Background: an optimization exercise with open tools, aiming at small area, a short achievable clock period and few clock cycles. Do not read the settings as production practice.
RTL that was checked went through simulation tests only; none was proved equivalent to the original.
For runs 4 and 5, only the layout was checked, not whether the RTL still works.
Power is estimated from default activity; no workload was simulated.

==> flow/design.v <==
module sdes12_engine (
    input  wire        clk,
    input  wire        rst,
    input  wire        cmd_valid,
    input  wire [31:0] cmd,
    output wire        cmd_ready,
    output wire [31:0] status,
    output wire [11:0] result
);
    localparam [3:0] OP_NOP     = 4'h0;
    localparam [3:0] OP_KEYGEN  = 4'h1;
    localparam [3:0] OP_ENCRYPT = 4'h2;
    localparam [3:0] OP_DECRYPT = 4'h3;
    localparam [3:0] OP_WRKEY   = 4'h4;
    localparam [3:0] OP_RDKEY   = 4'h5;
    localparam [3:0] OP_EXPAND  = 4'h6;
    localparam [3:0] OP_SUBST   = 4'h7;
    localparam [3:0] OP_ROUNDF  = 4'h8;
    localparam [3:0] OP_ROUND   = 4'h9;
    localparam [3:0] OP_FPERM   = 4'hA;
    localparam [2:0] E_NONE         = 3'd0;
    localparam [2:0] E_ROUNDS_RANGE = 3'd1;
    localparam [2:0] E_KEY_INVALID  = 3'd2;
    localparam [2:0] E_INDEX_RANGE  = 3'd3;
    localparam [2:0] E_ILLEGAL_CMD  = 3'd4;
    function [7:0] expand;
        input [5:0] h;
        expand = {h[5], h[4], h[2], h[3], h[2], h[3], h[1], h[0]};
    endfunction
    function [11:0] swap;
        input [11:0] s;
        swap = {s[5:0], s[11:6]};
    endfunction
    function [7:0] key_sched;
        input [8:0] k;
        input integer i;
        integer b;
        begin
            for (b = 0; b < 8; b = b + 1)
                key_sched[b] = k[(b + 1 + 9 - i) % 9];
            if (i == 8)
                key_sched[6] = 1'b0;
        end
    endfunction
    function [1:0] blocks;
        input [3:0] n;
        blocks = (n == 4'd0) ? 2'd0 : (n <= 4'd3) ? 2'd1 : (n <= 4'd6) ? 2'd2 : 2'd3;
    endfunction
    reg        busy;
    reg        done;
    reg [2:0]  err;
    reg [8:0]  rkv;
    reg [71:0] rk;       
    reg [11:0] res;
    reg [3:0]  p_op;
    reg [3:0]  p_n;
    reg [2:0]  p_err;
    reg        p_dec;    
    reg        p_kslot1;  
    reg [1:0]  rem;      
    reg [2:0]  on;       
    reg [5:0]  ksel;     
    reg [11:0] st;       
    assign cmd_ready = ~busy & ~rst;
    wire accept = cmd_valid & ~busy & ~rst;
    wire [3:0]  c_op = cmd[31:28];
    wire [3:0]  c_n  = cmd[27:24];
    wire [11:0] c_d  = cmd[11:0];
    reg c_illegal;
    always @* begin
        c_illegal = (cmd[23:12] != 12'd0);
        case (c_op)
            OP_NOP:     if (c_n != 4'd0 || c_d != 12'd0)       c_illegal = 1'b1;
            OP_KEYGEN:  if (c_d[11:9] != 3'd0)                 c_illegal = 1'b1;
            OP_ENCRYPT: ;
            OP_DECRYPT: ;
            OP_WRKEY:   if (c_d[11:8] != 4'd0)                 c_illegal = 1'b1;
            OP_RDKEY:   if (c_d != 12'd0)                      c_illegal = 1'b1;
            OP_EXPAND:  if (c_n != 4'd0 || c_d[11:6] != 6'd0)  c_illegal = 1'b1;
            OP_SUBST:   if (c_n != 4'd0 || c_d[11:8] != 4'd0)  c_illegal = 1'b1;
            OP_ROUNDF:  if (c_d[11:6] != 6'd0)                 c_illegal = 1'b1;
            OP_ROUND:   ;
            OP_FPERM:   if (c_n != 4'd0)                       c_illegal = 1'b1;
            default:    c_illegal = 1'b1;
        endcase
    end
    wire [8:0] c_mask       = (9'd1 << c_n) - 9'd1;
    wire       c_keys_valid = ((rkv & c_mask) == c_mask);
    wire       c_key_valid  = rkv[c_n];
    reg [2:0] c_err;
    always @* begin
        c_err = E_NONE;
        if (c_illegal)
            c_err = E_ILLEGAL_CMD;
        else case (c_op)
            OP_KEYGEN:
                if (c_n > 4'd9) c_err = E_ROUNDS_RANGE;
            OP_ENCRYPT, OP_DECRYPT:
                if (c_n > 4'd9)         c_err = E_ROUNDS_RANGE;
                else if (!c_keys_valid) c_err = E_KEY_INVALID;
            OP_WRKEY:
                if (c_n > 4'd8) c_err = E_INDEX_RANGE;
            OP_RDKEY, OP_ROUNDF, OP_ROUND:
                if (c_n > 4'd8)        c_err = E_INDEX_RANGE;
                else if (!c_key_valid) c_err = E_KEY_INVALID;
            default: ;
        endcase
    end
    wire       c_round  = (c_op == OP_ROUND) || (c_op == OP_ROUNDF);
    wire       c_dec    = (c_op == OP_DECRYPT) && (c_n != 4'd0);
    wire       c_enc    = (c_op == OP_ENCRYPT) && (c_n != 4'd0);
    wire       c_pre    = (c_dec && (c_n == 4'd2 || c_n == 4'd5 || c_n == 4'd8)) ||
                          (c_round && c_kslot1);
    wire [1:0] c_first  = c_dec ? 2'd3 - blocks(c_n) : 2'd0;
    wire [1:0] c_rem    = (c_err == E_NONE && (c_enc || c_dec)) ? blocks(c_n) - 2'd1 : 2'd0;
    wire       c_keyop  = c_round || (c_op == OP_RDKEY);
    wire       c_kslot1 = (c_n == 4'd1 || c_n == 4'd4 || c_n == 4'd7);
    reg  [5:0] c_ksel;
    always @* begin
        if (c_keyop) begin
            case (c_n)
                4'd0, 4'd1: c_ksel = 6'b000001;
                4'd3, 4'd4: c_ksel = 6'b000010;
                4'd6, 4'd7: c_ksel = 6'b000100;
                4'd8:       c_ksel = 6'b001000;
                4'd5:       c_ksel = 6'b010000;
                default:    c_ksel = 6'b100000;
            endcase
        end else if (c_dec)
            c_ksel = {3'b001 << c_first, 3'b000};
        else if (c_enc)
            c_ksel = 6'b000001;
        else
            c_ksel = 6'b000000;
    end
    reg [2:0] c_mask3;
    always @* begin
        case (c_n)
            4'd1, 4'd4, 4'd7: c_mask3 = c_dec ? 3'b100 : 3'b001;
            4'd2, 4'd5, 4'd8: c_mask3 = c_dec ? 3'b110 : 3'b011;
            4'd3, 4'd6, 4'd9: c_mask3 = 3'b111;
            default:          c_mask3 = 3'b000;
        endcase
        if (c_round)
            c_mask3 = c_kslot1 ? 3'b010 : 3'b001;
        else if (c_op == OP_SUBST)
            c_mask3 = 3'b001;
        else if (!c_enc && !c_dec)
            c_mask3 = 3'b000;
    end
    wire [2:0] c_on = (c_enc && c_n > 4'd3) ? 3'b111 : c_mask3;
    wire p_enc   = (p_op == OP_ENCRYPT) && !p_dec;
    wire       p_subst  = (p_op == OP_SUBST);
    wire [7:0] subst_k  = st[7:0] ^ expand(st[5:0]);
    wire [7:0] k0 = ({8{p_subst}} & subst_k) |
                    ({8{ksel[0]}} & rk[0 +: 8]) | ({8{ksel[1]}} & rk[24 +: 8]) |
                    ({8{ksel[2]}} & rk[48 +: 8]) | ({8{ksel[3]}} & rk[64 +: 8]) |
                    ({8{ksel[4]}} & rk[40 +: 8]) | ({8{ksel[5]}} & rk[16 +: 8]);
    wire [7:0] k1 = ({8{ksel[0]}} & rk[8 +: 8]) | ({8{ksel[1]}} & rk[32 +: 8]) |
                    ({8{ksel[2]}} & rk[56 +: 8]) | ({8{ksel[3]}} & rk[56 +: 8]) |
                    ({8{ksel[4]}} & rk[32 +: 8]) | ({8{ksel[5]}} & rk[8 +: 8]);
    wire [7:0] k2 = ({8{ksel[0]}} & rk[16 +: 8]) | ({8{ksel[1]}} & rk[40 +: 8]) |
                    ({8{ksel[2]}} & rk[64 +: 8]) | ({8{ksel[3]}} & rk[48 +: 8]) |
                    ({8{ksel[4]}} & rk[24 +: 8]) | ({8{ksel[5]}} & rk[0 +: 8]);
    wire [5:0] sl = st[11:6];
    wire [5:0] sr = st[5:0];
    wire [5:0] f0, f1, f2;
    sdes12_kernel u_k0 (.e(k0),                .f(sr), .on(on[0]), .o(f0));
    sdes12_kernel u_k1 (.e(expand(sl) ^ k1),   .f(f0), .on(on[1]), .o(f1));
    sdes12_kernel u_k2 (.e(expand(sr) ^ k2),   .f(f1), .on(on[2]), .o(f2));
    wire [11:0] out = {sr ^ f1, sl ^ f0 ^ f2};
    wire [11:0] d = st;
    wire enc_swap = (p_n == 4'd0) || (p_n == 4'd2) || (p_n == 4'd5) || (p_n == 4'd8);
    reg [11:0] p_res;
    always @* begin
        case (p_op)
            OP_ENCRYPT: p_res = (p_dec || !enc_swap) ? swap(out) : out;
            OP_DECRYPT: p_res = (p_dec || !enc_swap) ? swap(out) : out;
            OP_RDKEY:   p_res = {4'd0, p_kslot1 ? k1 : k0};
            OP_EXPAND:  p_res = {4'd0, expand(d[5:0])};
            OP_SUBST:   p_res = {6'd0, f0};
            OP_ROUNDF:  p_res = {6'd0, p_kslot1 ? out[11:6] : out[5:0]};
            OP_ROUND:   p_res = p_kslot1 ? swap(out) : out;
            default:    p_res = out;    
        endcase
    end
    wire p_has_res = (p_op == OP_ENCRYPT) || (p_op == OP_DECRYPT) ||
                     (p_op == OP_RDKEY)   || (p_op == OP_EXPAND)  ||
                     (p_op == OP_SUBST)   || (p_op == OP_ROUNDF)  ||
                     (p_op == OP_ROUND)   || (p_op == OP_FPERM);
    wire finish = (rem == 2'd0);
    reg [2:0] enc_last_on;
    always @* begin
        case (p_n)
            4'd1, 4'd4, 4'd7: enc_last_on = 3'b001;
            4'd2, 4'd5, 4'd8: enc_last_on = 3'b011;
            default:          enc_last_on = 3'b111;
        endcase
    end
    wire commit = busy && finish && (p_err == E_NONE);
    always @(posedge clk) begin
        if (!busy) begin
            p_op   <= c_op;
            p_n    <= c_n;
            p_err  <= c_err;
            p_dec  <= c_dec;
            p_kslot1 <= c_kslot1;
            rem    <= c_rem;
            on     <= c_on;
            ksel   <= c_ksel;
            st     <= c_pre ? swap(c_d) : c_d;
        end else begin
            rem    <= rem - 2'd1;
            on     <= (p_enc && rem == 2'd1) ? enc_last_on : 3'b111;
            ksel   <= {ksel[4:3], 1'b0, ksel[1:0], 1'b0};
            st     <= out;
        end
    end
    always @(posedge clk) begin
        if (rst) begin
            busy <= 1'b0;
            done <= 1'b0;
            err  <= E_NONE;
            rkv  <= 9'd0;
            res  <= 12'd0;
        end else if (accept) begin
            busy <= 1'b1;
            done <= 1'b0;
            err  <= E_NONE;
        end else if (busy && finish) begin
            busy <= 1'b0;
            done <= 1'b1;
            err  <= p_err;
            if (p_op == OP_KEYGEN && p_err == E_ROUNDS_RANGE)
                rkv <= 9'd0;
            if (commit) begin
                if (p_op == OP_KEYGEN)
                    rkv <= (9'd1 << p_n) - 9'd1;
                if (p_op == OP_WRKEY)
                    rkv[p_n] <= 1'b1;
                if (p_has_res)
                    res <= p_res;
            end
        end
    end
    genvar gi;
    generate
        for (gi = 0; gi < 9; gi = gi + 1) begin : g_rk
            always @(posedge clk) begin
                if (commit && p_op == OP_KEYGEN)
                    rk[8 * gi +: 8] <= key_sched(d[8:0], gi);
                else if (commit && p_op == OP_WRKEY && p_n == gi)
                    rk[8 * gi +: 8] <= d[7:0];
            end
        end
    endgenerate
    assign status = {7'd0, rkv, 11'd0, err, done, busy};
    assign result = res;
endmodule
module sdes12_kernel (
    input  wire [7:0] e,
    input  wire [5:0] f,
    input  wire       on,
    output wire [5:0] o
);
    function [2:0] s1;
        input [3:0] j;
        case (j)
            4'd0:  s1 = 3'd5;  4'd1:  s1 = 3'd2;  4'd2:  s1 = 3'd1;  4'd3:  s1 = 3'd6;
            4'd4:  s1 = 3'd3;  4'd5:  s1 = 3'd4;  4'd6:  s1 = 3'd7;  4'd7:  s1 = 3'd0;
            4'd8:  s1 = 3'd1;  4'd9:  s1 = 3'd4;  4'd10: s1 = 3'd6;  4'd11: s1 = 3'd2;
            4'd12: s1 = 3'd0;  4'd13: s1 = 3'd7;  4'd14: s1 = 3'd5;  default: s1 = 3'd3;
        endcase
    endfunction
    function [2:0] s2;
        input [3:0] j;
        case (j)
            4'd0:  s2 = 3'd4;  4'd1:  s2 = 3'd0;  4'd2:  s2 = 3'd6;  4'd3:  s2 = 3'd5;
            4'd4:  s2 = 3'd7;  4'd5:  s2 = 3'd1;  4'd6:  s2 = 3'd3;  4'd7:  s2 = 3'd2;
            4'd8:  s2 = 3'd5;  4'd9:  s2 = 3'd3;  4'd10: s2 = 3'd0;  4'd11: s2 = 3'd7;
            4'd12: s2 = 3'd6;  4'd13: s2 = 3'd2;  4'd14: s2 = 3'd1;  default: s2 = 3'd4;
        endcase
    endfunction
    wire [7:0] y = e ^ {f[5], f[4], f[2], f[3], f[2], f[3], f[1], f[0]};
    assign o = on ? {s1(y[7:4]), s2(y[3:0])} : 6'd0;
endmodule
==> flow/flow/run.sh <==
#!/bin/bash
set -euo pipefail
export BUFFER_PORTS_ARGS="-buffer_cell sky130_fd_sc_hd__buf_2"
bash standard.sh SETUP_SLACK_MARGIN=5.5 finish > flow_make.log 2>&1
==> flow/standard.sh <==
#!/bin/bash
# synth_recipe.tcl (not shown) runs the flow's synth.tcl, then flattens the netlist and writes it again
# the make line also repeats each setting of config.mk as NAME=value (left out here)
make -C /OpenROAD-flow-scripts/flow DESIGN_CONFIG=/design/flow/config.mk WORK_HOME=/design/flow/orfs CLKGATE_MAP_FILE= SYNTH_SCRIPT=/design/flow/synth_recipe.tcl "${@:-finish}"
==> flow/config.mk <==
export PLATFORM = sky130hd
export DESIGN_NAME = sdes12_engine
export DESIGN_NICKNAME = sdes12_engine
export VERILOG_FILES = /design/flow/design.v
export SDC_FILE = /design/flow/constraint.sdc
export NUM_CORES = 4
export LEC_CHECK = 0
export ABC_AREA = 1
export CAP_MARGIN = 20
export CORE_MARGIN = 2
export CORE_UTILIZATION = 60
export CTS_BUF_LIST = sky130_fd_sc_hd__clkbuf_8
export SLEW_MARGIN = 20
==> flow/constraint.sdc <==
create_clock -name core_clock -period 10.0 [get_ports {clk}]
set_input_delay 2.0000 -clock core_clock [delete_from_list [all_inputs] [get_ports {clk}]]
set_output_delay 2.0000 -clock core_clock [all_outputs]
set_load 0.01 [all_outputs]
==> key figures, run 1 <==
Floorplanning
  • I/O pins: 80
  • Initial Utilization: 60.7%
  • Core footprint: 16400 sq um
  • Chip width: 133 um
  • Std-Cell Rows: 47
  • Height of the die: 133 um
  • DIE AREA: 17700 sq um

Synthesis
  • Synthesized flop and latch total: 134
  • Syn avg cell area: 6.95 sq um
  • EDFF count, synth: 84
  • Syn Inst Count: 1434
  • Synth Flop Type: edfxtp_1
  • Post-Synth XOR/XNOR Area: 3.35%
  • Ys async rst share: 0%
  • Synth Warn #: 2
  • Compound-Gate Fraction of Synth Area: 10.7%
  • Largest family of logic cells by synthesized area: simple AND/OR/NAND/NOR gates
  • Netlist area before placement: 9970 sq um
  • Synth Area in Adders: 4.14%
  • Simple-gate share of the synthesized area: 35.1%
  • Count of different cell masters after synthesis: 52
  • Sequential share of the synthesized area: 35.4%
  • Multiplexer share of the synthesized area: 0.201%

Clock network
  • Hold_buf cts: 0
  • CTS H-Tree Depth: 4
  • Clk sinks: 134
  • TritonCTS clock tree: done
  • Num CTS Buffers: 17
  • Root buffer cell: clkbuf_8
  • Clock Path Buffers: 2
  • Worst-Skew Late Latency: 460 ps
  • Clk slew on worst S/H paths: 90 ps

Place
  • # port buffers: 61
  • DP HPWL: 21700 um
  • Routability Congestion: 0.926
  • DP Worst Slack: 5220 ps

Setup path
  • R2r startpoint: ksel[0]
  • Critical Path Source Type: primary input
  • Signal arrival time at the worst endpoint: 2390 ps
  • R2R depth: 34
  • Top delay family on crit path: buffers and inverters
  • Worst R2R End: res[1]
  • Crit Path Max Fanout: 23
  • Largest stage delay on the critical path: 190 ps
  • Worst path slowest cell: buf_6
  • Critical Path Stages: 3
  • Worst setup path class: primary input to primary output
  • Buf/Inv on CP: 2
  • Req. time, crit path: 8000 ps
  • R2r setup slk: 5860 ps
  • Worst path cell trace: buf_6 > nor2_1 > buf_2
  • CP Capture Type: primary output

Global route
  • Tot GR Track Use: 33.0%
  • First-pass GRT wire length: 45400 um
  • Vias in the first global route: 8778
  • Initial antenna violation count: 0
  • Grt total ovfl: 0
  • Largest net degree at the start of global routing: 29

Final layout
  • Fin nets: 1559
  • Ratio of cells with drive above 1 in the final layout: 14.0%
  • Layout area overhead: 9.40%
  • Diodes inserted: 0

Hold path
  • Worst Hold Class: flip-flop to flip-flop
  • Hold path depth: 2
  • Hold Startpoint: res[10]
  • Hold EP: res[10]

Flow run
  • Max-Cap Viols: 0

Timing
  • Clock period minus worst slack: 4390 ps
  • RSZ-0062 raised after global routing: false
  • Setup TNS Final: 0 ps
  • Final period util: 43.9%
  • Final setup violation count: 0
  • Slew of the pin with the lowest slew margin: 1010 ps
  • Slew HR: 32.2%
  • Setup ws final: 5610 ps
  • Final Max Slew Viols: 0
  • Clk_skew: 17.9 ps
  • F_max: 228 MHz
  • Final hold vios: 0

Route
  • Detailed Routing Iterations Pass 1: 9
  • Drt via density: 5.60
  • Remaining DRCs: 0
  • Post-route ant nets: 0
  • Detailed Route WL: 28800 um
  • WL/cell: 16.7 um
  • 1st-iter DRT viols: 1060
  • Via Count: 9661

Power and ir drop
  • Max VDD drop: 0.121 mV
  • PwrDens: 186 nW/um^2
  • Leak: 5.37 nW

Status
  • Status: finished clean
[stage by stage]
step	util (%)	power (mW)	std cells	hold WS (ps)	area, sq um
finish	66.5	2.03	1724	465	10900
global route	66.5	2.17	1724	490	10900
CTS	65.7	2.00	1718	469	10800
detailed placement	63.2	1.52	1686	455	10400
global placement	63.2	1.51	1686	452	10400
floorplan	-	1.32	1451	403	10000
[registers in the layout, summed over array words and instances, names as in the netlist, 4 cells and up]
register and count:
res 12, p_op 4, p_n 4, rkv 9
ksel 6, st 12, rk 72
[power by group]
group | internal (mW) | leakage (nW) | switching [mW]
registers | 0.621 | 1.20 | 0.0470
logic | 0.277 | 3.96 | 0.594
clock network | 0.233 | 0.207 | 0.255
total | 1.13 | 5.37 | 0.895
[cell usage in the layout, fill, tap and decap left out, types with 6 or more instances in the layout]
cell and instances:
inv_1 187, a221oi_1 8, nor3_1 14, ha_1 33, buf_4 18, a211oi_1 8, a22o_1 8, edfxtp_1 84
nand2_1 434, conb_1 18, dfxtp_1 47, nand4_1 27, a21oi_1 34, inv_2 10, buf_2 60, nand2_2 47
o21ai_0 71, nand3_2 16, xor2_1 34, nand3_1 118, clkbuf_8 17, o22ai_1 6, nor2_1 107, nor4_1 9
a31oi_1 12
[cell families after synthesis]
| logic type | after synthesis |
|---|---|
| AOI/OAI and AO/OA | 177 |
| adders and majority gates | 33 |
| xor gates and xnor gates | 36 |
| muxes | 2 |
| and+or+nand+nor | 791 |
| DFF | 134 |
| buffers and inverters | 260 |
| other | 1 |
[metal layers]
metal | vias to the layer above | global-route usage, % | wire length [um]
met3 | 61 | 7.20 | 2300
met1 | 4438 | 44.3 | 12400
li1 | 4759 | - | -
met2 | 403 | 52.2 | 13200
met5 | - | 0 | 0
met4 | 0 | 12.7 | 938
[final cells by class]
type,instances,area [sq um]
clock buffer,17,234
clock inverter,15,184
fill,1523,5500
inverter,199,747
multi-input combinational,1057,5460
sequential,134,3530
tap,220,275
timing repair buffer,82,480
[cells in the mapped netlist (6+ instances only)]
master | instances | area (sq um)
o21ai_0 | 73 | 365
nand2_2 | 36 | 225
o22ai_1 | 6 | 37.5
dfxtp_1 | 50 | 1000
a211oi_1 | 8 | 60.1
nand3_1 | 121 | 606
nor4_1 | 9 | 56.3
a21oi_1 | 35 | 175
xor2_1 | 34 | 298
nand4_1 | 27 | 169
a221oi_1 | 8 | 70.1
nor3_1 | 14 | 70.1
nand3_2 | 13 | 130
nor2_1 | 110 | 413
ha_1 | 33 | 413
nand2_1 | 445 | 1670
edfxtp_1 | 84 | 2520
buf_4 | 24 | 180
a22o_1 | 8 | 70.1
a31oi_1 | 12 | 75.1
clkbuf_1 | 17 | 63.8
inv_1 | 193 | 724
buf_2 | 16 | 80.1
[how the worst max path moves through the flow]
stage / endpoint / from
after global routing: res[0] / ksel[0]
after detailed placement: rem[0] / cmd[26]
after global placement: rem[0] / cmd[26]
after floorplan: cmd_ready / rst
final: cmd_ready / rst
after CTS: res[2] / ksel[3]
[tightest hold or removal path, delay by kind of cell (launching register included)]
kind | cells | cell delay [ps]
AOI/OAI and AO/OA | 1 | 60
DFF | 1 | 310
and+or+nand+nor | 1 | 60
[timing repair]
action | in CTS | in global routing
pin swaps | 0 | 6
buffers inserted | 0 | 6
endpoints found under the setup margin | 1 | 20
resized for setup | 1 | 31
Testbench counts, summed over its fixed seeds: cycles 11,757.
==> inputs of run 2 (changes only) <==
--- a/flow/design.v
+++ b/flow/design.v
@@ -244,13 +244,16 @@
         end
     end
+    wire rk_kg = commit && (p_op == OP_KEYGEN);
+    wire rk_wr = commit && (p_op == OP_WRKEY);
     genvar gi;
     generate
         for (gi = 0; gi < 9; gi = gi + 1) begin : g_rk
-            always @(posedge clk) begin
-                if (commit && p_op == OP_KEYGEN)
-                    rk[8 * gi +: 8] <= key_sched(d[8:0], gi);
-                else if (commit && p_op == OP_WRKEY && p_n == gi)
-                    rk[8 * gi +: 8] <= d[7:0];
-            end
+            wire       wr_i   = rk_wr && (p_n == gi);
+            wire       hold_i = !rk_kg && !wr_i;
+            wire [7:0] rk_nxt = ({8{rk_kg}}  & key_sched(d[8:0], gi)) |
+                                ({8{wr_i}}   & d[7:0]) |
+                                ({8{hold_i}} & rk[8 * gi +: 8]);
+            always @(posedge clk)
+                rk[8 * gi +: 8] <= rk_nxt;
         end
     endgenerate
==> flow/flow/run.sh (replaced) <==
#!/bin/bash
set -euo pipefail
export BUFFER_PORTS_ARGS="-buffer_cell sky130_fd_sc_hd__buf_2"
bash standard.sh SETUP_SLACK_MARGIN=5.7 finish > flow_make.log 2>&1
==> run 2 against run 1 <==
Sequential power is about 10% lower. Critical path type unchanged. Flip-flop and latch count stayed put. Via count is 7.8% higher. Routed wire length is 10% higher. Hold slack worse by 2.3 ps. Total power is 11% lower. Core utilization is 2.6 points higher. Count of clock-buffer cells in the layout is 1 higher. Still clean on timing, DRC and antenna.
==> key figures, run 2 <==
Status
  • Status: finished clean (unchanged)

Final layout
  • Layout area overhead: 12.2% (was 9.40%)
  • Largest register FFs: 72 (unchanged)
  • Area of the multi-input gates: 5940 sq um (was 5460 sq um)
  • Most common cell after layout, fill and taps aside: nand2_1 (unchanged)
  • Commonest non-fill, non-tap cells in the layout: nand2_1 (372), inv_1 (198), nand3_1 (125) (was nand2_1 (434), inv_1 (187), nand3_1 (118))
  • Reg area: 2840 sq um (was 3530 sq um)
  • Biggest register: rk (unchanged)
  • Ratio of cells with drive above 1 in the final layout: 16.5% (was 14.0%)
  • Post-route cell area: 11000 sq um (was 10900 sq um)
  • Final core occ: 69.1% (was 66.5%)
  • Diodes inserted: 0 (unchanged)
  • Biggest regs: rk (72), res (12), st (12) (unchanged)
  • Fin nets: 1621 (was 1559)
  • FILL cells: 1487 (was 1523)

Synthesis
  • Syn Inst Count: 1492 (was 1434)
  • Ys async rst share: 0% (unchanged)
  • EDFF count, synth: 13 (was 84)
  • Post-synth top cells: nand2_1 (385), inv_1 (205), nand3_1 (126), dfxtp_1 (121), nor2_1 (106) (was nand2_1 (445), inv_1 (193), nand3_1 (121), nor2_1 (110), edfxtp_1 (84))
  • Area leader, netlist: dfxtp_1 (was edfxtp_1)
  • Synthesized flop and latch total: 134 (unchanged)
  • Top-count cell post-synth: nand2_1 (unchanged)
  • Syn avg cell area: 6.58 sq um (was 6.95 sq um)
  • Netlist area before placement: 9820 sq um (was 9970 sq um)
  • Synth area leaders: dfxtp_1 (25%), nand2_1 (15%), inv_1 (7.8%) (was edfxtp_1 (25%), nand2_1 (17%), dfxtp_1 (10%))
  • Sequential share of the synthesized area: 28.6% (was 35.4%)
  • Synth Warn #: 2 (unchanged)
  • Synth Flop Type: dfxtp_1 (was edfxtp_1)
  • Synth top area share: 24.7% (was 25.3%)
  • Count of different cell masters after synthesis: 60 (was 52)

Power and ir drop
  • Switching Fraction: 43.7% (was 44.2%)
  • Comb power frac: 40.7% (was 43.0%)
  • Share of total power in the clock network: 26.1% (was 24.1%)
  • P_int: 1.02 mW (was 1.13 mW)
  • Max VDD drop: 0.117 mV (was 0.121 mV)
  • PwrDens: 164 nW/um^2 (was 186 nW/um^2)
  • Power share of the sequential group: 33.2% (was 33.0%)
  • Design Power: 1.81 mW (was 2.03 mW)
  • Switching power: 0.792 mW (was 0.895 mW)
  • Leak: 5.39 nW (was 5.37 nW)

Route
  • Met2 wire length: 14400 um (was 13200 um)
  • Via Count: 10.4k (was 9661)
  • Detailed Routing Iterations Pass 1: 6 (was 9)
  • Post-route ant nets: 0 (unchanged)
  • Remaining DRCs: 0 (unchanged)
  • Met1 wire length: 13700 um (was 12400 um)
  • Wire length on met3: 2670 um (was 2300 um)
  • Highest Signal Layer: met4 (unchanged)
  • 1st-iter DRT viols: 1370 (was 1060)
  • Drt via density: 5.84 (was 5.60)
  • Detailed Route WL: 31800 um (was 28800 um)
  • WL/cell: 17.9 um (was 16.7 um)

Clock network
  • Worst-Skew Late Latency: 470 ps (was 460 ps)
  • Hold_buf cts: 0 (unchanged)
  • Clk sinks: 134 (unchanged)
  • TritonCTS clock tree: done (unchanged)
  • CTS H-Tree Depth: 4 (unchanged)
  • Num CTS Buffers: 17 (unchanged)
  • Root buffer cell: clkbuf_8 (unchanged)
  • Clock Path Buffers: 2 (unchanged)
  • Clk slew on worst S/H paths: 90 ps (about the same)

Floorplanning
  • Std-Cell Rows: 46 (was 47)
  • DIE AREA: 17400 sq um (was 17700 sq um)
  • Initial Utilization: 61.6% (was 60.7%)
  • Chip width: 132 um (was 133 um)
  • I/O pins: 80 (unchanged)
  • Core footprint: 15900 sq um (was 16400 sq um)
  • Height of the die: 132 um (was 133 um)

Setup path
  • Crit Path Max Fanout: 2 (was 23)
  • Critical Path Source Type: primary input (unchanged)
  • Req. time, crit path: 8000 ps (about the same)
  • CP Capture Type: primary output (unchanged)
  • Worst setup path class: primary input to primary output (unchanged)
  • Signal arrival time at the worst endpoint: 2290 ps (was 2390 ps)

Timing
  • RSZ-0062 raised after global routing: true (was false)
  • Final setup violation count: 0 (unchanged)
  • Final hold vios: 0 (unchanged)
  • F_max: 233 MHz (was 228 MHz)
  • Slew HR: 35.7% (was 32.2%)
  • Clk_skew: 19.9 ps (was 17.9 ps)
  • Final period util: 42.9% (was 43.9%)
  • Final Max Slew Viols: 0 (unchanged)
  • Setup TNS Final: 0 ps (unchanged)
  • Clock period minus worst slack: 4290 ps (was 4390 ps)
  • Slew of the pin with the lowest slew margin: 957 ps (was 1010 ps)
  • Hold WS: 463 ps (was 465 ps)

Global route
  • Initial antenna violation count: 0 (unchanged)
  • Vias in the first global route: 9442 (was 8778)
  • Largest net degree at the start of global routing: 48 (was 29)
  • Grt total ovfl: 0 (unchanged)
  • Tot GR Track Use: 35.6% (was 33.0%)
  • First-pass GRT wire length: 49600 um (was 45400 um)

Hold path
  • Worst Hold Class: flip-flop to flip-flop (unchanged)

Place
  • DP HPWL: 23200 um (was 21700 um)
  • Post-DP Area: 10100 sq um (was 10400 sq um)
  • # port buffers: 61 (unchanged)
  • Routability Congestion: 0.994 (was 0.926)

Flow run
  • Max-Cap Viols: 0 (unchanged)
-- run 2: cell count changes after synthesis, moves of 8 or more --
cell	before	now
a22o_1	8	0
o21ai_0	73	81
o221ai_1	0	31
inv_1	193	205
edfxtp_1	84	13
dfxtp_1	50	121
nand2_1	445	385
inv_2	4	12
nand4_1	27	19
o211ai_1	5	51
clkbuf_1	17	33
-- run 2: final timing paths --
path / end / cells past startpoint / startpoint / slack, ps
worst max-delay path: cmd_ready / 3 / rst / 5710
worst min-delay path: res[10] / 2 / res[10] / 460
worst max register to register: res[7] / 34 / ksel[0] / 5810
worst min register to register: res[10] / 2 / res[10] / 460
-- run 2: power groups by stage --
stage / registers, mW / clock network [mW] / logic [mW]
floorplan: 0.584 / 0 / 0.549
global placement: 0.611 / 0 / 0.665
detailed placement: 0.611 / 0 / 0.676
CTS: 0.599 / 0.474 / 0.684
global route: 0.604 / 0.496 / 0.819
finish: 0.601 / 0.472 / 0.738
-- run 2: routing by layer --
metal	track usage (%)	vias up
li1	-	5042
met1	49.1	4738
met2	55.7	535
met3	6.38	96
met4	13.1	0
met5	0	-
-- run 2: area by class of cell --
cell class	instances	area share, %
tap	216	2.45
clock buffer	18	2.25
timing repair buffer	102	6.54
sequential	134	25.8
clock inverter	14	1.40
inverter	221	7.66
multi-input combinational	1078	53.9
-- run 2: stage by stage --
stage	instances	worst slack, ps
after CTS	1751	5690
after detailed placement	1717	5390
final	1783	5710
after global placement	1717	5420
after floorplan	1509	5720
after global routing	1783	5670
-- run 2: cells by family after synthesis --
group	share of synthesized area (%)
multiplexers	0.102
other	0.0382
AND/OR/NAND/NOR	33.4
AO/OA/AOI/OAI	17.8
XOR/XNOR	3.48
buffers and inverters	12.5
flip-flops	28.6
adder cells (fa/ha/maj)	4.08
-- run 2: critical path: stages --
cell	delay (ps)
buf_16	110
nor2_4	70
buf_6	100
-- run 2: what timing repair did --
item	CTS	global route
cloned	1	2
setup buffers	1	30
pin swaps	1	20
endpoints found under the setup margin	14	21
resized for setup	15	49
Testbench counts of run 2, summed over its fixed seeds: cycles 11,757.
==> inputs of run 3 (changes only) <==
--- a/flow/design.v
+++ b/flow/design.v
@@ -56,6 +56,4 @@
     reg [3:0]  p_n;
     reg [2:0]  p_err;
-    reg        p_dec;    
-    reg        p_kslot1;  
     reg [1:0]  rem;      
     reg [2:0]  on;       
@@ -150,5 +148,6 @@
     end
     wire [2:0] c_on = (c_enc && c_n > 4'd3) ? 3'b111 : c_mask3;
-    wire p_enc   = (p_op == OP_ENCRYPT) && !p_dec;
+    wire p_enc    = (p_op == OP_ENCRYPT);
+    wire p_kslot1 = (p_n == 4'd1 || p_n == 4'd4 || p_n == 4'd7);
     wire       p_subst  = (p_op == OP_SUBST);
     wire [7:0] subst_k  = st[7:0] ^ expand(st[5:0]);
@@ -175,6 +174,6 @@
     always @* begin
         case (p_op)
-            OP_ENCRYPT: p_res = (p_dec || !enc_swap) ? swap(out) : out;
-            OP_DECRYPT: p_res = (p_dec || !enc_swap) ? swap(out) : out;
+            OP_ENCRYPT: p_res = enc_swap ? out : swap(out);
+            OP_DECRYPT: p_res = ksel[5] ? swap(out) : out;
             OP_RDKEY:   p_res = {4'd0, p_kslot1 ? k1 : k0};
             OP_EXPAND:  p_res = {4'd0, expand(d[5:0])};
@@ -204,6 +203,4 @@
             p_n    <= c_n;
             p_err  <= c_err;
-            p_dec  <= c_dec;
-            p_kslot1 <= c_kslot1;
             rem    <= c_rem;
             on     <= c_on;
==> run 3 against run 2 <==
Clock power is 7.2% lower. Sequential share of layout area is 1.4 points higher. Clock skew is 8.0 ps lower. Via count is 6.2% lower. Design area is 7.3% lower. Worst setup slack better by 4.1 ps. Flip-flop and latch count is 2 lower. Sequential power is 3% lower. Largest cell class unchanged. Largest power group unchanged.
==> key figures, run 3 <==
Status
  • Status: finished clean (unchanged)

Global route
  • Vias in the first global route: 8900 (was 9442)
  • First-pass GRT wire length: 46000 um (was 49600 um)
  • Largest net degree at the start of global routing: 36 (was 48)
  • Grt total ovfl: 0 (unchanged)
  • Initial antenna violation count: 0 (unchanged)
  • Tot GR Track Use: 35.4% (was 35.6%)

Timing
  • Final Max Slew Viols: 0 (unchanged)
  • Setup ws final: 5710 ps (about the same)
  • Clk_skew: 11.9 ps (was 19.9 ps)
  • RSZ-0062 raised after global routing: true (unchanged)
  • Slew of the pin with the lowest slew margin: 795 ps (was 957 ps)
  • F_max: 233 MHz (about the same)
  • Clock period minus worst slack: 4290 ps (about the same)
  • Final period util: 42.9% (about the same)
  • Final hold vios: 0 (unchanged)
  • Slew HR: 46.8% (was 35.7%)
  • Setup TNS Final: 0 ps (unchanged)
  • Final setup violation count: 0 (unchanged)

Final layout
  • Biggest register: rk (unchanged)
  • Final core occ: 67.1% (was 69.1%)
  • Fin nets: 1510 (was 1621)
  • Most common cell after layout, fill and taps aside: nand2_1 (unchanged)
  • Ratio of cells with drive above 1 in the final layout: 13.4% (was 16.5%)
  • Largest register FFs: 72 (unchanged)
  • Layout area overhead: 9.28% (was 12.2%)
  • Biggest regs: rk (72), res (12), st (12) (unchanged)
  • Diodes inserted: 0 (unchanged)
  • Commonest non-fill, non-tap cells in the layout: nand2_1 (325), inv_1 (200), nor2_1 (114), dfxtp_1 (114), nand3_1 (95) (was nand2_1 (372), inv_1 (198), nand3_1 (125))

Synthesis
  • Post-synth top cells: nand2_1 (332), inv_1 (201), dfxtp_1 (121), nor2_1 (118), nand3_1 (97) (was nand2_1 (385), inv_1 (205), nand3_1 (126), dfxtp_1 (121), nor2_1 (106))
  • Synth area leaders: dfxtp_1 (26%), nand2_1 (13%), inv_1 (8.1%) (was dfxtp_1 (25%), nand2_1 (15%), inv_1 (7.8%))
  • Area leader, netlist: dfxtp_1 (unchanged)
  • Synthesized flop and latch total: 132 (was 134)
  • Netlist area before placement: 9340 sq um (was 9820 sq um)
  • Sequential share of the synthesized area: 29.5% (was 28.6%)
  • Count of different cell masters after synthesis: 56 (was 60)
  • Synth Flop Type: dfxtp_1 (unchanged)
  • Synth Warn #: 2 (unchanged)
  • Syn avg cell area: 6.70 sq um (was 6.58 sq um)
  • Synth top area share: 25.9% (was 24.7%)
  • Top-count cell post-synth: nand2_1 (unchanged)
  • Syn Inst Count: 1393 (was 1492)
  • EDFF count, synth: 11 (was 13)
  • Ys async rst share: 0% (unchanged)

Power and ir drop
  • Max VDD drop: 0.101 mV (was 0.117 mV)
  • PwrDens: 162 nW/um^2 (was 164 nW/um^2)
  • Leak: 5.09 nW (was 5.39 nW)

Clock network
  • Clk slew on worst S/H paths: 70 ps (was 90 ps)
  • Clk sinks: 132 (was 134)
  • Num CTS Buffers: 17 (unchanged)
  • Worst-Skew Late Latency: 450 ps (was 470 ps)
  • Root buffer cell: clkbuf_8 (unchanged)
  • TritonCTS clock tree: done (unchanged)
  • Hold_buf cts: 0 (unchanged)
  • CTS H-Tree Depth: 4 (unchanged)
  • Clock Path Buffers: 2 (unchanged)

Setup path
  • R2r startpoint: ksel[0] (unchanged)
  • Worst path slowest cell: buf_16 (unchanged)
  • Worst setup path class: primary input to primary output (unchanged)
  • R2R depth: 32 (was 34)
  • Worst path cell trace: buf_16 > nor2_4 > buf_6 (unchanged)
  • Buf/Inv on CP: 2 (unchanged)
  • Signal arrival time at the worst endpoint: 2290 ps (about the same)
  • Worst R2R End: res[6] (was res[7])
  • Largest stage delay on the critical path: 110 ps (about the same)
  • Critical Path Source Type: primary input (unchanged)
  • R2r setup slk: 5940 ps (was 5810 ps)
  • Req. time, crit path: 8000 ps (about the same)
  • CP Capture Type: primary output (unchanged)
  • Top delay family on crit path: buffers and inverters (unchanged)
  • Crit Path Max Fanout: 6 (was 2)

Route
  • Via Count: 9764 (was 10.4k)
  • Detailed Route WL: 29500 um (was 31800 um)
  • WL/cell: 18.0 um (was 17.9 um)
  • Remaining DRCs: 0 (unchanged)
  • Detailed Routing Iterations Pass 1: 6 (unchanged)
  • Post-route ant nets: 0 (unchanged)
  • Drt via density: 5.95 (was 5.84)
  • 1st-iter DRT viols: 1087 (was 1370)

Hold path
  • Hold EP: res[11] (was res[10])
  • Worst Hold Class: flip-flop to flip-flop (unchanged)
  • Hold path depth: 2 (unchanged)
  • Hold Startpoint: res[11] (was res[10])

Floorplanning
  • Chip width: 129 um (was 132 um)
  • DIE AREA: 16600 sq um (was 17400 sq um)
  • Initial Utilization: 61.4% (was 61.6%)
  • Std-Cell Rows: 45 (was 46)
  • Core footprint: 15200 sq um (was 15900 sq um)
  • I/O pins: 80 (unchanged)
  • Height of the die: 129 um (was 132 um)

Place
  • DP HPWL: 22000 um (was 23200 um)
  • DP Worst Slack: 5170 ps (was 5390 ps)
  • # port buffers: 61 (unchanged)
  • Routability Congestion: 0.970 (was 0.994)

Flow run
  • Max-Cap Viols: 0 (unchanged)
run 3: cell count changes after synthesis, moves of 9 or more:
cell and change:
nand2_1 -53, nor2_1 +12, nand3_1 -29, nand3_2 -9, o21ai_0 -14, o221ai_1 +23
o211ai_1 -18, a31oi_1 +9
run 3: worst max-delay path by stage:
stage,startpoint,endpoint,slack (ps),cells past startpoint
floorplan,rst,cmd_ready,5600,3
global placement,cmd[26],rem[1],5230,14
detailed placement,cmd[26],rem[1],5170,14
CTS,rst,cmd_ready,5630,3
global route,ksel[3],res[1],5620,36
finish,rst,cmd_ready,5710,3
run 3: kinds of logic (layout without fill, tap and decap cells):
| family | Yosys count | in the layout | share of synthesized area, % |
|---|---|---|---|
| xor+xnor | 37 | 37 | 3.63 |
| compound gates | 266 | 266 | 19.2 |
| simple gates | 644 | 644 | 30.6 |
| flops | 132 | 132 | 29.5 |
| other cells | 1 | 18 | 0.0402 |
| mux | 3 | 3 | 0.322 |
| buf+inv | 278 | 321 | 12.4 |
| fa+ha+maj | 32 | 32 | 4.29 |
run 3: power by group:
| group | internal, mW | switching, mW | total [mW] |
|---|---|---|---|
| clock | 0.222 | 0.216 | 0.438 |
| combinational | 0.201 | 0.428 | 0.629 |
| sequential | 0.551 | 0.0339 | 0.584 |
run 3: layout make-up:
class                           instances  area, sq um
Fill cell                            1445         5000
Clock buffer                           18          248
Clock inverter                         11          118
Inverter                              213          803
Multi-Input combinational cell       1000         5550
Timing Repair Buffer                   79          477
Sequential cell                       132         2770
Tap cell                              188          235
run 3: per-layer routing:
metal  vias up  track usage, %  routed length (um)
li1       4721               -                   -
met1      4498            45.6               12200
met2       458            58.2               13600
met3        87            6.90                2450
met4         0            15.0                1240
met5         -               0                   0
run 3: tightest hold or removal path, delay by kind of cell, from the launching register on:
family	cells	cell delay, ps
AO/OA/AOI/OAI	1	60
flip-flops	1	310
AND/OR/NAND/NOR	1	60
run 3: repair_timing:
item                                    CTS  global route
buffers inserted                          1            10
pin swaps                                 0             2
gates cloned                              0             0
gates resized for setup                  10            27
endpoints found under the setup margin   13            55
run 3: per-stage QoR:
| step | instance area [sq um] | std cells | power [mW] | hold WS [ps] |
|---|---|---|---|---|
| after floorplan | 9450 | 1410 | 1.06 | 442 |
| after global placement | 9640 | 1601 | 1.19 | 453 |
| after detailed placement | 9650 | 1601 | 1.20 | 458 |
| after CTS | 10000 | 1631 | 1.63 | 469 |
| after global routing | 10200 | 1641 | 1.75 | 484 |
| final | 10200 | 1641 | 1.65 | 468 |
Testbench counts of run 3, summed over its fixed seeds: cycles 11,757.
==> inputs of run 4 (changes only) <==
--- a/flow/design.v
+++ b/flow/design.v
@@ -28,4 +28,32 @@
         expand = {h[5], h[4], h[2], h[3], h[2], h[3], h[1], h[0]};
     endfunction
+    function [2:0] s1;
+        input [3:0] j;
+        case (j)
+            4'd0:  s1 = 3'd5;  4'd1:  s1 = 3'd2;  4'd2:  s1 = 3'd1;  4'd3:  s1 = 3'd6;
+            4'd4:  s1 = 3'd3;  4'd5:  s1 = 3'd4;  4'd6:  s1 = 3'd7;  4'd7:  s1 = 3'd0;
+            4'd8:  s1 = 3'd1;  4'd9:  s1 = 3'd4;  4'd10: s1 = 3'd6;  4'd11: s1 = 3'd2;
+            4'd12: s1 = 3'd0;  4'd13: s1 = 3'd7;  4'd14: s1 = 3'd5;  default: s1 = 3'd3;
+        endcase
+    endfunction
+    function [2:0] s2;
+        input [3:0] j;
+        case (j)
+            4'd0:  s2 = 3'd4;  4'd1:  s2 = 3'd0;  4'd2:  s2 = 3'd6;  4'd3:  s2 = 3'd5;
+            4'd4:  s2 = 3'd7;  4'd5:  s2 = 3'd1;  4'd6:  s2 = 3'd3;  4'd7:  s2 = 3'd2;
+            4'd8:  s2 = 3'd5;  4'd9:  s2 = 3'd3;  4'd10: s2 = 3'd0;  4'd11: s2 = 3'd7;
+            4'd12: s2 = 3'd6;  4'd13: s2 = 3'd2;  4'd14: s2 = 3'd1;  default: s2 = 3'd4;
+        endcase
+    endfunction
+    function [5:0] sbox;
+        input [7:0] y;
+        sbox = {s1(y[7:4]), s2(y[3:0])};
+    endfunction
+    function [11:0] stage;
+        input [11:0] s;
+        input [7:0]  k;
+        input        on;
+        stage = {s[5:0], s[11:6] ^ (on ? sbox(expand(s[5:0]) ^ k) : 6'd0)};
+    endfunction
     function [11:0] swap;
         input [11:0] s;
@@ -56,5 +84,8 @@
     reg [3:0]  p_n;
     reg [2:0]  p_err;
+    reg        p_dec;    
+    reg        p_kslot1;  
     reg [1:0]  rem;      
+    reg [2:0]  p_mask;   
     reg [2:0]  on;       
     reg [5:0]  ksel;     
@@ -142,16 +173,10 @@
         if (c_round)
             c_mask3 = c_kslot1 ? 3'b010 : 3'b001;
-        else if (c_op == OP_SUBST)
-            c_mask3 = 3'b001;
         else if (!c_enc && !c_dec)
             c_mask3 = 3'b000;
     end
     wire [2:0] c_on = (c_enc && c_n > 4'd3) ? 3'b111 : c_mask3;
-    wire p_enc    = (p_op == OP_ENCRYPT);
-    wire p_kslot1 = (p_n == 4'd1 || p_n == 4'd4 || p_n == 4'd7);
-    wire       p_subst  = (p_op == OP_SUBST);
-    wire [7:0] subst_k  = st[7:0] ^ expand(st[5:0]);
-    wire [7:0] k0 = ({8{p_subst}} & subst_k) |
-                    ({8{ksel[0]}} & rk[0 +: 8]) | ({8{ksel[1]}} & rk[24 +: 8]) |
+    wire p_enc   = (p_op == OP_ENCRYPT) && !p_dec;
+    wire [7:0] k0 = ({8{ksel[0]}} & rk[0 +: 8]) | ({8{ksel[1]}} & rk[24 +: 8]) |
                     ({8{ksel[2]}} & rk[48 +: 8]) | ({8{ksel[3]}} & rk[64 +: 8]) |
                     ({8{ksel[4]}} & rk[40 +: 8]) | ({8{ksel[5]}} & rk[16 +: 8]);
@@ -174,9 +199,9 @@
     always @* begin
         case (p_op)
-            OP_ENCRYPT: p_res = enc_swap ? out : swap(out);
-            OP_DECRYPT: p_res = ksel[5] ? swap(out) : out;
+            OP_ENCRYPT: p_res = (p_dec || !enc_swap) ? swap(out) : out;
+            OP_DECRYPT: p_res = (p_dec || !enc_swap) ? swap(out) : out;
             OP_RDKEY:   p_res = {4'd0, p_kslot1 ? k1 : k0};
             OP_EXPAND:  p_res = {4'd0, expand(d[5:0])};
-            OP_SUBST:   p_res = {6'd0, f0};
+            OP_SUBST:   p_res = {6'd0, sbox(d[7:0])};
             OP_ROUNDF:  p_res = {6'd0, p_kslot1 ? out[11:6] : out[5:0]};
             OP_ROUND:   p_res = p_kslot1 ? swap(out) : out;
@@ -189,12 +214,4 @@
                      (p_op == OP_ROUND)   || (p_op == OP_FPERM);
     wire finish = (rem == 2'd0);
-    reg [2:0] enc_last_on;
-    always @* begin
-        case (p_n)
-            4'd1, 4'd4, 4'd7: enc_last_on = 3'b001;
-            4'd2, 4'd5, 4'd8: enc_last_on = 3'b011;
-            default:          enc_last_on = 3'b111;
-        endcase
-    end
     wire commit = busy && finish && (p_err == E_NONE);
     always @(posedge clk) begin
@@ -203,5 +220,8 @@
             p_n    <= c_n;
             p_err  <= c_err;
+            p_dec  <= c_dec;
+            p_kslot1 <= c_kslot1;
             rem    <= c_rem;
+            p_mask <= c_mask3;
             on     <= c_on;
             ksel   <= c_ksel;
@@ -209,5 +229,5 @@
         end else begin
             rem    <= rem - 2'd1;
-            on     <= (p_enc && rem == 2'd1) ? enc_last_on : 3'b111;
+            on     <= (p_enc && rem == 2'd1) ? p_mask : 3'b111;
             ksel   <= {ksel[4:3], 1'b0, ksel[1:0], 1'b0};
             st     <= out;
@@ -241,16 +261,13 @@
         end
     end
-    wire rk_kg = commit && (p_op == OP_KEYGEN);
-    wire rk_wr = commit && (p_op == OP_WRKEY);
     genvar gi;
     generate
         for (gi = 0; gi < 9; gi = gi + 1) begin : g_rk
-            wire       wr_i   = rk_wr && (p_n == gi);
-            wire       hold_i = !rk_kg && !wr_i;
-            wire [7:0] rk_nxt = ({8{rk_kg}}  & key_sched(d[8:0], gi)) |
-                                ({8{wr_i}}   & d[7:0]) |
-                                ({8{hold_i}} & rk[8 * gi +: 8]);
-            always @(posedge clk)
-                rk[8 * gi +: 8] <= rk_nxt;
+            always @(posedge clk) begin
+                if (commit && p_op == OP_KEYGEN)
+                    rk[8 * gi +: 8] <= key_sched(d[8:0], gi);
+                else if (commit && p_op == OP_WRKEY && p_n == gi)
+                    rk[8 * gi +: 8] <= d[7:0];
+            end
         end
     endgenerate
==> flow/run.sh (new file) <==
#!/bin/bash
# synth_recipe.tcl (not shown) runs the flow's synth.tcl, then flattens the netlist and writes it again
# the make line also repeats each setting of config.mk as NAME=value (left out here)
make -C /OpenROAD-flow-scripts/flow DESIGN_CONFIG=/design/flow/config.mk WORK_HOME=/design/flow/orfs CLKGATE_MAP_FILE= SYNTH_SCRIPT=/design/flow/synth_recipe.tcl finish
--- a/flow/config.mk
+++ b/flow/config.mk
@@ -10,4 +10,4 @@
 export CORE_MARGIN = 2
 export CORE_UTILIZATION = 60
-export CTS_BUF_LIST = sky130_fd_sc_hd__clkbuf_8
+export SETUP_SLACK_MARGIN = 4.5
 export SLEW_MARGIN = 20
removed: flow/flow/run.sh
removed: flow/standard.sh
==> run 4 against run 3 <==
Still clean. First-iteration DRC count down 8.5%. Count of clock-buffer cells in the layout down 1. Worst setup slack worse by 1000 ps. Global-route usage down 2.4 points. Routed wire length up 1.8%. Design area up 15%. Non-clock buffer count down 11. Sequential power up 21%. Critical path type unchanged.
==> key figures, run 4 <==
Synthesis
  • Syn avg cell area: 7.17 sq um (was 6.70 sq um)
  • Synthesized flop and latch total: 143 (was 132)
  • Synth area leaders: edfxtp_1 (25%), nand2_1 (17%), dfxtp_1 (11%) (was dfxtp_1 (26%), nand2_1 (13%), inv_1 (8.1%))
  • Syn Inst Count: 1458 (was 1393)
  • Synth Flop Type: edfxtp_1 (was dfxtp_1)
  • Area leader, netlist: edfxtp_1 (was dfxtp_1)
  • Post-synth top cells: nand2_1 (461), inv_1 (173), nand3_1 (121), nor2_1 (91), edfxtp_1 (87) (was nand2_1 (332), inv_1 (201), dfxtp_1 (121), nor2_1 (118), nand3_1 (97))
  • Sequential share of the synthesized area: 35.7% (was 29.5%)
  • EDFF count, synth: 87 (was 11)
  • Synth Warn #: 2 (unchanged)
  • Top-count cell post-synth: nand2_1 (unchanged)
  • Synth top area share: 25.0% (was 25.9%)
  • Netlist area before placement: 10500 sq um (was 9340 sq um)
  • Count of different cell masters after synthesis: 55 (was 56)
  • Ys async rst share: 0% (unchanged)

Route
  • Post-route ant nets: 0 (unchanged)
  • 1st-iter DRT viols: 995 (was 1087)
  • Detailed Route WL: 30000 um (was 29500 um)
  • Wire length on met3: 2770 um (was 2450 um)
  • Highest Signal Layer: met4 (unchanged)
  • Detailed Routing Iterations Pass 1: 9 (was 6)
  • Drt via density: 5.68 (was 5.95)
  • Met2 wire length: 13700 um (was 13600 um)
  • Via Count: 9895 (was 9764)
  • Remaining DRCs: 0 (unchanged)
  • WL/cell: 17.2 um (was 18.0 um)
  • Met1 wire length: 12500 um (was 12200 um)

Floorplanning
  • Core footprint: 17200 sq um (was 15200 sq um)
  • DIE AREA: 18500 sq um (was 16600 sq um)
  • Chip width: 136 um (was 129 um)
  • I/O pins: 80 (unchanged)
  • Initial Utilization: 60.8% (was 61.4%)
  • Height of the die: 136 um (was 129 um)
  • Std-Cell Rows: 48 (was 45)

Clock network
  • Worst-Skew Late Latency: 440 ps (was 450 ps)
  • Hold_buf cts: 0 (unchanged)
  • Clk sinks: 143 (was 132)
  • TritonCTS clock tree: done (unchanged)
  • Clock Path Buffers: 2 (unchanged)
  • Root buffer cell: clkbuf_16 (was clkbuf_8)
  • CTS H-Tree Depth: 4 (unchanged)
  • Num CTS Buffers: 17 (unchanged)
  • Clk slew on worst S/H paths: 70 ps (about the same)

Final layout
  • Biggest register: rk (unchanged)
  • Largest register FFs: 72 (unchanged)
  • Biggest regs: rk (72), res (12), st (12) (unchanged)
  • Commonest non-fill, non-tap cells in the layout: nand2_1 (461), inv_1 (173), nand3_1 (121) (was nand2_1 (325), inv_1 (200), nor2_1 (114), dfxtp_1 (114), nand3_1 (95))
  • Ratio of cells with drive above 1 in the final layout: 9.56% (was 13.4%)
  • Most common cell after layout, fill and taps aside: nand2_1 (unchanged)
  • Final core occ: 68.2% (was 67.1%)
  • FILL cells: 1551 (was 1445)
  • Diodes inserted: 0 (unchanged)
  • Fin nets: 1579 (was 1510)
  • Layout area overhead: 12.1% (was 9.28%)

Global route
  • Tot GR Track Use: 33.1% (was 35.4%)
  • Largest net degree at the start of global routing: 31 (was 36)
  • First-pass GRT wire length: 46700 um (was 46000 um)
  • Grt total ovfl: 0 (unchanged)
  • Vias in the first global route: 9000 (was 8900)
  • Initial antenna violation count: 0 (unchanged)

Setup path
  • Worst path cell trace: dlygate4sd2_1 > nor2_1 > clkdlybuf4s50_1 (was buf_16 > nor2_4 > buf_6)
  • Signal arrival time at the worst endpoint: 3340 ps (was 2290 ps)
  • Worst setup path class: primary input to primary output (unchanged)
  • Worst path slowest cell: dlygate4sd2_1 (was buf_16)
  • Critical Path Source Type: primary input (unchanged)
  • CP Capture Type: primary output (unchanged)
  • Largest stage delay on the critical path: 740 ps (was 110 ps)
  • Crit Path Max Fanout: 22 (was 6)
  • Req. time, crit path: 8000 ps (about the same)

Timing
  • Final hold vios: 0 (unchanged)
  • F_max: 187 MHz (was 233 MHz)
  • Clk_skew: 15.7 ps (was 11.9 ps)
  • Slew HR: 31.9% (was 46.8%)
  • Clock period minus worst slack: 5340 ps (was 4290 ps)
  • Final Max Slew Viols: 0 (unchanged)
  • Slew of the pin with the lowest slew margin: 1010 ps (was 795 ps)
  • Final period util: 53.4% (was 42.9%)
  • Setup TNS Final: 0 ps (unchanged)
  • Final setup violation count: 0 (unchanged)
  • RSZ-0062 raised after global routing: false (was true)

Power and ir drop
  • Max VDD drop: 0.130 mV (was 0.101 mV)
  • Leak: 5.44 nW (was 5.09 nW)
  • PwrDens: 186 nW/um^2 (was 162 nW/um^2)

Status
  • Status: finished clean (unchanged)

Place
  • Routability Congestion: 0.936 (was 0.970)
  • DP HPWL: 22600 um (was 22000 um)
  • # port buffers: 61 (unchanged)

Flow run
  • Max-Cap Viols: 0 (unchanged)

Hold path
  • Worst Hold Class: flip-flop to flip-flop (unchanged)
-- run 4: cell types whose count changed after synthesis, sizes merged, moves of 8 or more --
cell and change:
dfxtp -65, ha +9, nor2 -25, o211ai -21
nand3 +32, inv -17, edfxtp +76, clkbuf -10
nand2 +142, o221ai -54, o21ai +19, a22o +8
a21oi -18
-- run 4: kinds of logic after synthesis --
logic type      synth area share (%)
buf+inv                         10.6
simple gates                    33.6
fa+ha+maj                       4.91
other cells                   0.0359
compound gates                  11.5
xor+xnor                        3.68
flops                           35.7
-- run 4: layout make-up --
class,instances,area (sq um),share of cell area (%)
sequential,143,3740,31.9
clock inverter,15,191,1.63
clock buffer,17,425,3.63
multi-input combinational,1076,5670,48.5
timing repair buffer,68,662,5.65
tap,225,282,2.40
inverter,197,739,6.31
-- run 4: worst max-delay path, delay by kind of cell --
kind | cells | cell delay (ps)
buf+inv | 2 | 1250
simple gates | 1 | 80
-- run 4: stage by stage --
| stage | setup slack, ps | cells | power [mW] | hold slack, ps | instance area, sq um |
|---|---|---|---|---|---|
| 2_1_floorplan | 5480 | 1475 | 1.32 | 403 | 10500 |
| 3_3_place_gp | 4350 | 1709 | 1.49 | 453 | 11100 |
| 3_5_place_dp | 4360 | 1709 | 1.50 | 455 | 11100 |
| 4_1_cts | 4660 | 1741 | 2.17 | 466 | 11700 |
| 5_1_grt | 4530 | 1741 | 2.31 | 483 | 11700 |
| 6_report | 4660 | 1741 | 2.18 | 464 | 11700 |
-- run 4: where the power goes --
part / total (mW) / internal, mW / switching [mW]
Combinational: 0.796 / 0.254 / 0.542
Sequential: 0.708 / 0.663 / 0.0457
Clock: 0.675 / 0.382 / 0.293
-- run 4: what timing repair did --
item | in CTS | in global routing
resized for setup | 1 | 3
setup endpoints to repair | 1 | 4
buffers inserted | 0 | 0
pin swaps | 0 | 0
-- run 4: final timing paths --
path / start / endpoint / slack (ps) / cells past startpoint
setup reg to reg: ksel[5] / flip-flop / 5020 / 36
setup / recovery: rst / cmd_ready / 4660 / 3
hold / removal: err[2] / err[2] / 460 / 2
hold reg to reg: err[2] / err[2] / 460 / 2
-- run 4: per-layer routing --
metal | vias to the layer above | global-route usage [%]
met5 | - | 0
met4 | 0 | 13.8
met3 | 78 | 7.35
met2 | 492 | 52.4
met1 | 4506 | 43.9
li1 | 4819 | -
==> inputs of run 5 (changes only) <==
==> flow/flow/run.sh (new file) <==
#!/bin/bash
set -euo pipefail
export BUFFER_PORTS_ARGS="-buffer_cell sky130_fd_sc_hd__buf_2"
bash standard.sh SETUP_SLACK_MARGIN=5.5 finish > flow_make.log 2>&1
==> flow/standard.sh (new file) <==
#!/bin/bash
# synth_recipe.tcl (not shown) runs the flow's synth.tcl, then flattens the netlist and writes it again
# the make line also repeats each setting of config.mk as NAME=value (left out here)
make -C /OpenROAD-flow-scripts/flow DESIGN_CONFIG=/design/flow/config.mk WORK_HOME=/design/flow/orfs CLKGATE_MAP_FILE= SYNTH_SCRIPT=/design/flow/synth_recipe.tcl "${@:-finish}"
--- a/flow/config.mk
+++ b/flow/config.mk
@@ -10,4 +10,4 @@
 export CORE_MARGIN = 2
 export CORE_UTILIZATION = 60
-export SETUP_SLACK_MARGIN = 4.5
+export CTS_BUF_LIST = sky130_fd_sc_hd__clkbuf_8
 export SLEW_MARGIN = 20
removed: flow/run.sh
==> run 5 against run 4 <==
Synthesized area did not move. Via count down 0.14%. Clock power fell by 26%. Critical endpoint unchanged. Hold slack barely moved. Maximum frequency grew 20%. Core utilization shrank 0.95 points. Total power fell by 5.5%. Critical path type unchanged. Die area unchanged. Critical path depth did not move. Largest power group unchanged. Flip-flop and latch count stayed put.
==> key figures, run 5 <==
Final layout
  • Largest register FFs: 72 (unchanged)
  • Commonest non-fill, non-tap cells in the layout: nand2_1 (447), inv_1 (168), nand3_1 (115) (was nand2_1 (461), inv_1 (173), nand3_1 (121))
  • Layout area overhead: 10.5% (was 12.1%)
  • Biggest regs: rk (72), res (12), st (12) (unchanged)
  • Ratio of cells with drive above 1 in the final layout: 17.3% (was 9.56%)
  • FILL cells: 1569 (was 1551)
  • Area of the multi-input gates: 5820 sq um (was 5670 sq um)
  • Reg area: 3760 sq um (was 3740 sq um)
  • Non-filler instance count after layout: 1762 (was 1741)
  • Biggest register: rk (unchanged)
  • Most common cell after layout, fill and taps aside: nand2_1 (unchanged)
  • Final core occ: 67.2% (was 68.2%)
  • Fin nets: 1599 (was 1579)

Route
  • Detailed Route WL: 29600 um (was 30000 um)
  • Post-route ant nets: 0 (unchanged)
  • Remaining DRCs: 0 (unchanged)
  • Via Count: 9881 (was 9895)
  • 1st-iter DRT viols: 841 (was 995)
  • WL/cell: 16.8 um (was 17.2 um)
  • Detailed Routing Iterations Pass 1: 5 (was 9)
  • Drt via density: 5.61 (was 5.68)

Clock network
  • Clock Path Buffers: 2 (unchanged)
  • Num CTS Buffers: 17 (unchanged)
  • Worst-Skew Late Latency: 460 ps (was 440 ps)
  • TritonCTS clock tree: done (unchanged)
  • Root buffer cell: clkbuf_8 (was clkbuf_16)
  • CTS H-Tree Depth: 4 (unchanged)
  • Clk slew on worst S/H paths: 80 ps (was 70 ps)
  • Clk sinks: 143 (unchanged)

Global route
  • Vias in the first global route: 8546 (was 9000)
  • First-pass GRT wire length: 44800 um (was 46700 um)
  • Grt total ovfl: 0 (unchanged)
  • GRT Max-Usage Layer: met2 (unchanged)
  • Largest net degree at the start of global routing: 31 (unchanged)
  • GR Util met3: 6.00% (was 7.35%)
  • Tot GR Track Use: 31.9% (was 33.1%)
  • Initial antenna violation count: 0 (unchanged)
  • Routing usage on met2: 50.2% (was 52.4%)
  • M1 GR Usage: 43.4% (was 43.9%)

Setup path
  • Crit Path Max Fanout: 22 (unchanged)
  • Largest stage delay on the critical path: 250 ps (was 740 ps)
  • Worst setup path class: primary input to primary output (unchanged)
  • Critical Path Source Type: primary input (unchanged)
  • R2r startpoint: st[3] (was ksel[5])
  • Buf/Inv on CP: 2 (unchanged)
  • Source of the critical timing path: rst (unchanged)
  • CP Capture Type: primary output (unchanged)
  • Worst path slowest cell: buf_4 (was dlygate4sd2_1)
  • Critical Path Stages: 3 (unchanged)
  • R2r setup slk: 5710 ps (was 5020 ps)
  • Signal arrival time at the worst endpoint: 2460 ps (was 3340 ps)
  • CP endpoint: cmd_ready (unchanged)
  • Req. time, crit path: 8000 ps (about the same)
  • R2R depth: 30 (was 36)
  • Worst path cell trace: buf_4 > nor2_1 > buf_2 (was dlygate4sd2_1 > nor2_1 > clkdlybuf4s50_1)
  • Top delay family on crit path: buffers and inverters (unchanged)

Timing
  • Final period util: 44.6% (was 53.4%)
  • Final setup violation count: 0 (unchanged)
  • Setup ws final: 5540 ps (was 4660 ps)
  • Setup TNS Final: 0 ps (unchanged)
  • Slew of the pin with the lowest slew margin: 945 ps (was 1010 ps)
  • Final Max Slew Viols: 0 (unchanged)
  • F_max: 224 MHz (was 187 MHz)
  • Hold WS: 464 ps (about the same)
  • Slew HR: 36.7% (was 31.9%)
  • Clock period minus worst slack: 4460 ps (was 5340 ps)
  • Final hold vios: 0 (unchanged)
  • RSZ-0062 raised after global routing: true (was false)
  • Clk_skew: 20.4 ps (was 15.7 ps)

Synthesis
  • Synthesized flop and latch total: 143 (unchanged)
  • Netlist area before placement: 10500 sq um (unchanged)
  • Top-count cell post-synth: nand2_1 (unchanged)
  • Synth Warn #: 2 (unchanged)
  • Count of different cell masters after synthesis: 55 (unchanged)
  • Synth area leaders: edfxtp_1 (25%), nand2_1 (17%), dfxtp_1 (11%) (unchanged)
  • Sequential share of the synthesized area: 35.7% (unchanged)
  • Post-synth top cells: nand2_1 (461), inv_1 (173), nand3_1 (121), nor2_1 (91), edfxtp_1 (87) (unchanged)
  • Synth top area share: 25.0% (unchanged)
  • Synth Flop Type: edfxtp_1 (unchanged)
  • EDFF count, synth: 87 (unchanged)
  • Ys async rst share: 0% (unchanged)
  • Syn avg cell area: 7.17 sq um (unchanged)
  • Syn Inst Count: 1458 (unchanged)
  • Area leader, netlist: edfxtp_1 (unchanged)

Floorplanning
  • Core footprint: 17200 sq um (unchanged)
  • DIE AREA: 18500 sq um (unchanged)
  • Height of the die: 136 um (unchanged)
  • I/O pins: 80 (unchanged)
  • Chip width: 136 um (unchanged)
  • Initial Utilization: 60.8% (unchanged)
  • Std-Cell Rows: 48 (unchanged)

Status
  • Status: finished clean (unchanged)

Place
  • Placed Cells: 1710 (was 1709)
  • DP Worst Slack: 5200 ps (was 4360 ps)
  • DP HPWL: 22400 um (was 22600 um)
  • # port buffers: 61 (unchanged)
  • Routability Congestion: 0.931 (was 0.936)

Flow run
  • Max-Cap Viols: 0 (unchanged)

Power and ir drop
  • PwrDens: 178 nW/um^2 (was 186 nW/um^2)
  • Leak: 5.53 nW (was 5.44 nW)
  • Max VDD drop: 0.108 mV (was 0.130 mV)

Hold path
  • Worst Hold Class: flip-flop to flip-flop (unchanged)
run 5: worst min-delay path by stage:
| stage | endpoint | slack (ps) | cells after the start | startpoint |
|---|---|---|---|---|
| after CTS | res[5] | 470 | 2 | res[5] |
| after global routing | res[5] | 480 | 2 | res[5] |
| after floorplan | rk[10] | 400 | 0 | st[2] |
| after global placement | done | 450 | 2 | done |
| final | res[5] | 460 | 2 | res[5] |
| after detailed placement | err[1] | 450 | 2 | err[1] |
run 5: layer usage:
layer | part of all wire (%) | up-vias
met2 | 46 | 394
li1 | - | 4855
met4 | 3.2 | 0
met1 | 44 | 4560
met5 | 0 | -
met3 | 6.9 | 72
run 5: area by class of cell:
cell class                 instances  area share [%]
clock inverter                    15            1.63
inverter                         197            6.42
sequential                       143            32.5
antenna                            1          0.0217
timing repair buffer              88            4.53
tap                              225            2.44
clock buffer                      17            2.03
multi-input combinational       1076            50.4
run 5: repair_timing:
item,CTS,global route
endpoints found under the setup margin,5,16
hold buffers,0,0
pin swaps,0,21
buffers inserted,0,19
resized for setup,10,49
run 5: worst register-to-register path: cells and delay by family (launching register included):
kind / cells / cell delay [ps]
AO/OA/AOI/OAI: 3 / 450
buffers and inverters: 8 / 960
flip-flops: 1 / 650
adder cells (fa/ha/maj): 3 / 550
AND/OR/NAND/NOR: 16 / 1600
run 5: kinds of logic (layout without fill, tap and decap cells):
logic type / count (synthesis) / after routing / synth area share [%]
fa+ha+maj: 41 / 41 / 4.91
xor+xnor: 40 / 40 / 3.68
other cells: 1 / 19 / 0.0359
compound gates: 192 / 192 / 11.5
flops: 143 / 143 / 35.7
simple gates: 785 / 785 / 33.6
buf+inv: 256 / 317 / 10.6
run 5: power by group:
group	internal, mW	switching, mW
registers	0.662	0.0458
logic	0.282	0.570
clock network	0.236	0.264
total	1.18	0.879
run 5: stage by stage:
| stage | cell area, sq um | power [mW] |
|---|---|---|
| final | 11500 | 2.06 |
| after global routing | 11500 | 2.19 |
| after CTS | 11200 | 1.99 |
| after detailed placement | 10800 | 1.49 |
| after global placement | 10800 | 1.48 |
| after floorplan | 10500 | 1.32 |

[re-timing with driven ports]
In the flow no input, the clock included, has a driving cell. The finished layouts below were timed again as built, in two steps.
Step 1 assumes that a clkbuf_16 drives the clock port and a buf_2 every other input.
Step 2 adds t to the input delays and takes it off the output delays; t is the mean of the earliest and latest rising clock arrival at the registers after step 1. Input paths then give back, and output paths get back, about the clock's delay inside the block.
Slacks: ideal / step 1 / step 2; pairs: ideal / step 1.
run | shift t [ns] | setup WS [ns] | worst setup path at the end
run 1 | 0.495 | 5.607 / 5.569 / 5.365 | input to register
run 2 | 0.500 | 5.706 / 5.593 / 5.517 | input to register
run 3 | 0.487 | 5.710 / 5.644 / 5.569 | input to register
run 4 | 0.476 | 4.662 / 4.646 / 4.616 | input to register
run 5 | 0.491 | 5.538 / 5.513 / 5.340 | input to register
After both steps every run listed still meets setup and hold. The setup slack of run 1, which loses most, moves by -0.038 ns with the drivers and by -0.242 ns with both steps.
